Background: an optimization exercise with open tools, aiming at small area. Do not read the settings as production practice.
Where RTL was checked, it was by simulation tests only, not by an equivalence proof against the original.
Power and IR drop assume default switching activity.

before:
==> flow/design.v (excerpt) <==
module fcdmx_seq (
    input  wire        clk,
    input  wire        rst,
    input  wire        tick,
    input  wire [1:0]  fg_op,
    input  wire [15:0] cmd,
    input  wire        win_valid,
    input  wire [79:0] win,
    output wire        bus_clk,
    output wire        bus_dat,
    output wire        bus_lat
);
==> flow/config.mk <==
export PLATFORM = sky130hd
export DESIGN_NAME = fcdmx_seq
export DESIGN_NICKNAME = fcdmx_seq
export VERILOG_FILES = /design/flow/design.v
export SDC_FILE = /design/flow/constraint.sdc
export NUM_CORES = 4
export LEC_CHECK = 0
export ABC_AREA = 1
export CAP_MARGIN = 20
export CORE_MARGIN = 2
export CORE_UTILIZATION = 60
export SLEW_MARGIN = 20
==> flow/constraint.sdc <==
create_clock -name core_clock -period 10.0 [get_ports {clk}]
set_input_delay 2.0000 -clock core_clock [delete_from_list [all_inputs] [get_ports {clk}]]
set_output_delay 2.0000 -clock core_clock [all_outputs]
set_load 0.01 [all_outputs]
standard.sh (not shown) runs the stock make flow with config.mk's settings and CLKGATE_MAP_FILE= SYNTH_SCRIPT=/design/flow/synth_recipe.tcl, a recipe that flattens the netlist after the stock synthesis.
==> flow/flow/run.sh <==
#!/bin/bash
# The standard layout (standard.sh) with three changes:
#  * synthesis maps the logic with an area-oriented ABC script
#    (flow/abc_area.script: &dch, then &nf with delay relaxed) in place of
#    ORFS's abc_area.script; everything else in synthesis is unchanged, so
#    the registers are those of the standard synthesis;
#  * the port buffers are the smallest buffer cell (buf_1);
#  * the clock tree has no dummy loads.
# ORFS's scripts folder is copied into this work folder with only
# abc_area.script replaced. Each tool's output is in standard.log and in
# orfs/logs/.
set -e
rm -rf scripts_area
cp -r "$FLOW_HOME/scripts" scripts_area
cp flow/abc_area.script scripts_area/abc_area.script
export SCRIPTS_DIR="$PWD/scripts_area"
export BUFFER_PORTS_ARGS="-buffer_cell sky130_fd_sc_hd__buf_1"
export CTS_ARGS="-sink_clustering_enable -repair_clock_nets -dont_use_dummy_load"
bash standard.sh > standard.log 2>&1
==> flow/flow/abc_area.script <==
strash; &get -n; &dch; &nf -R 1000; &put; topo; dnsize -c
--- input diff before..after ---
==> flow/flow/run.sh <==
#!/bin/bash
set -e
export BUFFER_PORTS_ARGS="-buffer_cell sky130_fd_sc_hd__buf_1"
export CTS_ARGS="-sink_clustering_enable -repair_clock_nets -dont_use_dummy_load"
bash standard.sh > standard.log 2>&1
removed: flow/flow/abc_area.script
Results
- after vs before — cell area rose about 5%.
- Of after and before, before shows the higher compound-gate portion of the synthesized area, with after below it.
- Run comparison: after cell with the biggest individual delay on the critical path sky130_fd_sc_hd__a2111oi_0; before cell with the biggest individual delay on the critical path sky130_fd_sc_hd__a21oi_1
- When after is measured against before, its synthesized area turns out about 9% higher.

* * *

## build 40
fcdmx_seq, a different RTL version from the one above (not shown whole).
Size: about 53 flip-flops.
Settings: LEC_CHECK=0, ABC_AREA=1, CAP_MARGIN=20, CORE_MARGIN=2, CORE_UTILIZATION=60, GPL_TIMING_DRIVEN=0, SLEW_MARGIN=20; clock period 10.0 ns.
==> flow/flow/run.sh <==
#!/bin/bash
# The standard layout (standard.sh) with three changes:
#  * synthesis maps the logic with an area-oriented ABC script
#    (flow/abc_area.script: &dch, then &nf with delay relaxed and more
#    cuts and area rounds) in place of
#    ORFS's abc_area.script, and leaves adders to ABC (no ADDER_MAP_FILE,
#    so no half/full adder cells); everything else in synthesis is
#    unchanged, so the registers are those of the standard synthesis;
#  * the port buffers are the smallest buffer cell (buf_1);
#  * the clock tree has no dummy loads.
# ORFS's scripts folder is copied into this work folder with only
# abc_area.script replaced. Each tool's output is in standard.log and in
# orfs/logs/.
set -e
rm -rf scripts_area
cp -r "$FLOW_HOME/scripts" scripts_area
cp flow/abc_area.script scripts_area/abc_area.script
export SCRIPTS_DIR="$PWD/scripts_area"
export ADDER_MAP_FILE=
export BUFFER_PORTS_ARGS="-buffer_cell sky130_fd_sc_hd__buf_1"
export CTS_ARGS="-sink_clustering_enable -repair_clock_nets -dont_use_dummy_load -buf_list sky130_fd_sc_hd__clkbuf_4 -root_buf sky130_fd_sc_hd__clkbuf_8"
bash standard.sh > standard.log 2>&1
==> flow/flow/abc_area.script <==
strash; &get -n; &dch; &nf -R 1000 -F 8 -A 4 -p -C 32; &put; topo; dnsize -c
What build 51 does differently from build 40 at the input level:
Settings: GPL_TIMING_DRIVEN removed (was 0).
--- a/flow/flow/run.sh
+++ b/flow/flow/run.sh
@@ -19,4 +19,4 @@
 export ADDER_MAP_FILE=
 export BUFFER_PORTS_ARGS="-buffer_cell sky130_fd_sc_hd__buf_1"
-export CTS_ARGS="-sink_clustering_enable -repair_clock_nets -dont_use_dummy_load -buf_list sky130_fd_sc_hd__clkbuf_4 -root_buf sky130_fd_sc_hd__clkbuf_8"
+export CTS_ARGS="-sink_clustering_enable -repair_clock_nets -dont_use_dummy_load"
 bash standard.sh > standard.log 2>&1
- A slowest stage cell on the critical path of sky130_fd_sc_hd__nor2_1 is what build 40 shows, while sky130_fd_sc_hd__nor4_1 belongs to build 51.
- Sort build 40 and build 51 by minimum setup slack in the final design, ascending, and build 40 comes first.
- Build 51 against build 40: flip-flop and latch count closely matched the old numbers, mean routed wirelength per cell up 0.94 microns, fmax now sits higher, first-pass GRT wire length rose by about 3.3%, power increased 1.8%.
- As far as I/O pin total goes, build 51 and build 40 are indistinguishable; the numbers are identical.
- Diff build 51..build 40 | fraction of synthesized area in multiplexers | unchanged
- Clock insertion delay at the later pin of the skew report: build 51 vs build 40 — no meaningful difference
- The run showing the greater total net switching power is build 51.
- Build 51 gives more overall routed net length than build 40 did.
- Destination of the critical timing path: cnt[0] -> build 51, ptr[0] -> build 40
For build 24, these inputs were changed with respect to build 51:
Settings: GPL_TIMING_DRIVEN: unset -> 0.
## What came out
Comparing the two runs side by side, build 24 comes out behind build 51 on setup slack on the worst flop-to-flop path.
Wire length was higher in the run labelled build 51.
Run comparison: build 51 first element of the critical path cmd[1]; build 24 first element of the critical path ptr[4]
Switching portion of total power: higher on build 51
Comparing build 24 and build 51, final-layout fill cell count is lower on build 51.

* * *

fcdmx_seq, a different RTL version from the one above (not shown whole).
For scale: about 830 cells after synthesis, about 110 I/O pins.
clock: 10.0 ns
lec_check: 0
abc_area: 1
cap_margin: 20
core_margin: 2
core_utilization: 60
slew_margin: 20
==> flow/flow/run.sh <==
#!/bin/bash
set -e
export BUFFER_PORTS_ARGS="-buffer_cell sky130_fd_sc_hd__buf_1"
export CTS_ARGS="-sink_clustering_enable -repair_clock_nets -dont_use_dummy_load -buf_list sky130_fd_sc_hd__clkbuf_16 -root_buf sky130_fd_sc_hd__clkbuf_16 -sink_clustering_size 60 -sink_clustering_max_diameter 500"
bash standard.sh > standard.log 2>&1
The first run finished with timing, DRC and antenna clean.
Change:
==> flow/flow/run.sh (replaced) <==
#!/bin/bash
set -e
export BUFFER_PORTS_ARGS="-buffer_cell sky130_fd_sc_hd__buf_1"
export CTS_ARGS="-sink_clustering_enable -repair_clock_nets -dont_use_dummy_load"
bash standard.sh > standard.log 2>&1
Utilization shrinks by 0.74 points.
Critical path depth stays the same.
Worst hold slack is better by 0.0081 ns.
Final cell count stays the same.
Routed wire length is about the same.
Flip-flop and latch count is unchanged.
Design area shrinks by 1.1%.
Function was not checked in any run of this note: the RTL went through the layout flow alone.

static timing again, ports no longer ideal:
In the flow no input, the clock included, has a driving cell. The finished layouts below were timed again as built, in two steps.
Step 1: set_driving_cell puts a clkbuf_16 on clk and a buf_2 on each other input, an assumption about the parent block.
Step 2 moves the port delays by t, midway between the first and last clock arrival at a register: inputs arrive t later, outputs are due t later. That takes back most of the time a late clock gives input paths.
Three values: no drivers, after step 1, after step 2; two values: the first two.
| run | t, ns | setup slack, ns | clock arrival spread, ns | slew at the worst register clock pin (ns) |
|---|---|---|---|---|
| before | 0.328 | 5.495 / 5.504 / 5.176 | 0.029 / 0.029 | 0.11 / 0.11 |
| after | 0.325 | 5.693 / 5.702 / 5.377 | 0.019 / 0.019 | 0.10 / 0.10 |
| build 40 | 0.327 | 5.421 / 5.421 / 5.414 | 0.031 / 0.031 | 0.11 / 0.11 |
| build 51 | 0.335 | 5.705 / 5.717 / 5.382 | 0.036 / 0.036 | 0.11 / 0.11 |
| build 24 | 0.327 | 5.421 / 5.421 / 5.414 | 0.031 / 0.031 | 0.11 / 0.11 |
| the first run of note 3 | 0.319 | 5.401 / 5.416 / 5.097 | 0.014 / 0.014 | 0.07 / 0.07 |
| the second run of note 3 | 0.329 | 5.446 / 5.457 / 5.128 | 0.019 / 0.019 | 0.10 / 0.10 |
After both steps setup and hold are still met in every run listed. For build 51, which loses most, drivers alone change the setup slack by +0.012 ns; drivers and shift together by -0.323 ns.
